This is an optimization exercise on Yosys and OpenROAD, whose aim is small area, a short achievable clock period and few clock cycles, not a production implementation. RTL that was checked went through simulation tests only; none was proved equivalent to the original. Power figures rest on the tool's default switching activity, not on a simulated workload.

== job 3220 ==
// ircodec
module ircodec (
    input  wire        clk,
    input  wire        rst,
    input  wire        cmd_valid,
    output wire        cmd_ready,
    input  wire [31:0] cmd_word,
    input  wire [31:0] cmd_arg0,
    input  wire [31:0] cmd_arg1,
    output wire [31:0] res0,
    output wire [31:0] res1,
    output wire [31:0] status,
    output wire [31:0] cfg_state,
    output wire [31:0] cfg_res,
    output wire [31:0] cfg_margin,
    output wire [31:0] tt_leader,
    output wire [31:0] tt_bit0,
    output wire [31:0] tt_bit1,
    output wire [31:0] tt_ending,
    output wire [31:0] tt_margin,
    output wire [31:0] enc_state,
    output wire [31:0] seq_tx,
    output wire [31:0] seq_next,
    output wire [31:0] dec_result,
    output wire [7:0]  pl_rd_addr,
    input  wire [7:0]  pl_rd_data,
    output reg         pl_we,
    output wire [7:0]  pl_wr_addr,
    output wire [7:0]  pl_wr_data,
    output reg         tx_we,
    output wire [6:0]  tx_addr,
    output wire [31:0] tx_wdata,
    output wire [6:0]  rx_rd_addr,
    input  wire [31:0] rx_rd_data,
    output reg         dst_we,
    output wire [7:0]  dst_wr_addr,
    output wire [7:0]  dst_wr_data,
    output wire [7:0]  dst_rd_addr,
    input  wire [7:0]  dst_rd_data
);
clock: 12.0 ns
lec_check: 0
abc_clock_period_in_ps: 3000
cap_margin: 20
core_margin: 2
core_utilization: 40
slew_margin: 20
standard.sh (not shown) runs the stock make flow with config.mk's settings and CLKGATE_MAP_FILE= SYNTH_SCRIPT=/design/flow/synth_recipe.tcl, a recipe that flattens the netlist after the stock synthesis.
==> flow/flow/run.sh <==
#!/bin/bash
# Standard layout, with repair_timing aiming well below the clock period
# and plain buffers on the ports. Each tool's output goes to its own log.
set -euo pipefail
export SETUP_SLACK_MARGIN=7
export BUFFER_PORTS_ARGS="-buffer_cell sky130_fd_sc_hd__buf_1"
bash standard.sh > standard_make.log 2>&1
Job 3220 reached the end of the flow, and the finished layout is clean on the timing, design-rule and antenna checks.
Here is what was changed in the inputs of job 4355 compared with job 3220.
--- a/flow/flow/run.sh
+++ b/flow/flow/run.sh
@@ -4,3 +4,3 @@
 set -euo pipefail
-export SETUP_SLACK_MARGIN=7
+export SETUP_SLACK_MARGIN=5
 export BUFFER_PORTS_ARGS="-buffer_cell sky130_fd_sc_hd__buf_1"
[summary]
Summary of the comparison: leakage power is lower in job 4355, relative to job 3220.
The lower design area of job 4355 and job 3220 is in job 4355.
Cmp job 4355 vs job 3220: total power lower in job 4355
Side by side, hold slack turned out higher in job 4355 than in job 3220.
Global-route wire length before repair in job 4355 vs job 3220: down 10 mm
Going from job 3220 to job 4355, met2 routing resource usage after global routing moved down, clock network fraction of design power moved up, combinational cell fraction of total power moved down, multi-input logic portion of the cell area moved down.
Delta(fraction of power spent switching nets, job 4355 - job 3220) < 0
On placer congestion estimate, the higher figure sits with job 4355, not job 3220.
Function was not checked in any run of this note: the RTL went through the layout flow alone.

ircodec, a different RTL version from the one above (not shown whole).
Size: roughly 4400 cells after synthesis, ~610 flip-flops, ~730 I/O pins, ~36000 µm² of cells after synthesis.
==> flow/design.v (excerpt) <==
module ircodec (
    input  wire        clk,
    input  wire        rst,
    input  wire        cmd_valid,
    output wire        cmd_ready,
    input  wire [31:0] cmd_word,
    input  wire [31:0] cmd_arg0,
    input  wire [31:0] cmd_arg1,
    output wire [31:0] res0,
    output wire [31:0] res1,
    output wire [31:0] status,
    output wire [31:0] cfg_state,
    output wire [31:0] cfg_res,
    output wire [31:0] cfg_margin,
    output wire [31:0] tt_leader,
    output wire [31:0] tt_bit0,
    output wire [31:0] tt_bit1,
    output wire [31:0] tt_ending,
    output wire [31:0] tt_margin,
    output wire [31:0] enc_state,
    output wire [31:0] seq_tx,
    output wire [31:0] seq_next,
    output wire [31:0] dec_result,
    output wire [7:0]  pl_rd_addr,
    input  wire [7:0]  pl_rd_data,
    output reg         pl_we,
    output wire [7:0]  pl_wr_addr,
    output wire [7:0]  pl_wr_data,
    output reg         tx_we,
    output wire [6:0]  tx_addr,
    output wire [31:0] tx_wdata,
    output wire [6:0]  rx_rd_addr,
    input  wire [31:0] rx_rd_data,
    output reg         dst_we,
    output wire [7:0]  dst_wr_addr,
    output wire [7:0]  dst_wr_data,
    output wire [7:0]  dst_rd_addr,
    input  wire [7:0]  dst_rd_data
);
==> flow/config.mk <==
export PLATFORM = sky130hd
export DESIGN_NAME = ircodec
export DESIGN_NICKNAME = ircodec
export VERILOG_FILES = /design/flow/design.v
export SDC_FILE = /design/flow/constraint.sdc
export NUM_CORES = 4
export LEC_CHECK = 0
export CAP_MARGIN = 20
export CORE_MARGIN = 2
export CORE_UTILIZATION = 60
export SLEW_MARGIN = 20
export TNS_END_PERCENT = 5
==> flow/constraint.sdc <==
create_clock -name core_clock -period 12.0 [get_ports {clk}]
set_input_delay 2.4000 -clock core_clock [delete_from_list [all_inputs] [get_ports {clk}]]
set_output_delay 2.4000 -clock core_clock [all_outputs]
set_load 0.01 [all_outputs]
==> flow/flow/run.sh <==
#!/bin/bash
# Standard layout with three changes: repair_timing aims below the clock
# period (setup margin 9.0 ns), the ports get plain buf_1 buffers, and the
# clock tree uses larger sink clusters without dummy loads. Each tool's
# output goes to its own log under orfs/logs; make's output to
# standard_make.log.
set -euo pipefail
export SETUP_SLACK_MARGIN=9.0
export BUFFER_PORTS_ARGS="-buffer_cell sky130_fd_sc_hd__buf_1"
export CTS_ARGS="-sink_clustering_enable -repair_clock_nets -dont_use_dummy_load -sink_clustering_size 24 -sink_clustering_max_diameter 80 -buf_list sky130_fd_sc_hd__clkbuf_16"
bash standard.sh > standard_make.log 2>&1
Testbench counts at the start, summed over its fixed seeds: cycles 29,419.
Then changed:
==> flow/flow/run.sh (replaced) <==
#!/bin/bash
# Standard layout with three changes: repair_timing aims below the clock
# period (setup margin 8.5 ns), the ports get plain buf_1 buffers, and the
# clock tree uses larger sink clusters without dummy loads. Each tool's
# output goes to its own log under orfs/logs; make's output to
# standard_make.log.
set -euo pipefail
export SETUP_SLACK_MARGIN=8.5
export BUFFER_PORTS_ARGS="-buffer_cell sky130_fd_sc_hd__buf_1"
export CTS_ARGS="-sink_clustering_enable -repair_clock_nets -dont_use_dummy_load -sink_clustering_size 24 -sink_clustering_max_diameter 80 -buf_list sky130_fd_sc_hd__clkbuf_16"
bash standard.sh > standard_make.log 2>&1
CORE_UTILIZATION = 55   (was 60)
Utilization is lower by 7.5 points.
Total power drops by 5.8%.
Clock skew goes up by 37 ps.
Maximum frequency rises by 0.87%.
Clock power is about the same.
Critical path depth goes up by 2.

==> separate check: timing with driven ports <==
Ports are ideal in the flow. The routed layouts listed here were re-timed in OpenROAD. Step 1: set_driving_cell puts a clkbuf_16 on clk and a buf_2 on each other input, an assumption about the parent block. Step 2, shift: input delay + t, output delay - t, t = (earliest + latest rising clock arrival at the registers) / 2. This alone moves slack from input paths to output paths. Slacks: ideal / step 1 / step 2; pairs: ideal / step 1.
run | t, ns | setup slack, ns | hold WS [ns] | worst setup path after step 2 | pins driven straight from the clock port
job 3220 | 0.713 | 6.880 / 6.880 / 6.381 | 0.416 / 0.416 / 0.416 | input to register | 1
job 4355 | 0.680 | 5.549 / 5.549 / 5.549 | 0.431 / 0.431 / 0.431 | register to register | 1
the first run of note 2 | 0.631 | 8.009 / 7.993 / 7.422 | 0.438 / 0.438 / 0.438 | input to register | 1
the second run of note 2 | 0.641 | 8.043 / 8.046 / 7.437 | 0.425 / 0.425 / 0.425 | input to register | 1
After both steps setup and hold are still met in every run listed. The setup slack of the second run of note 2, which loses most, moves by +0.003 ns with the drivers and by -0.606 ns with both steps.
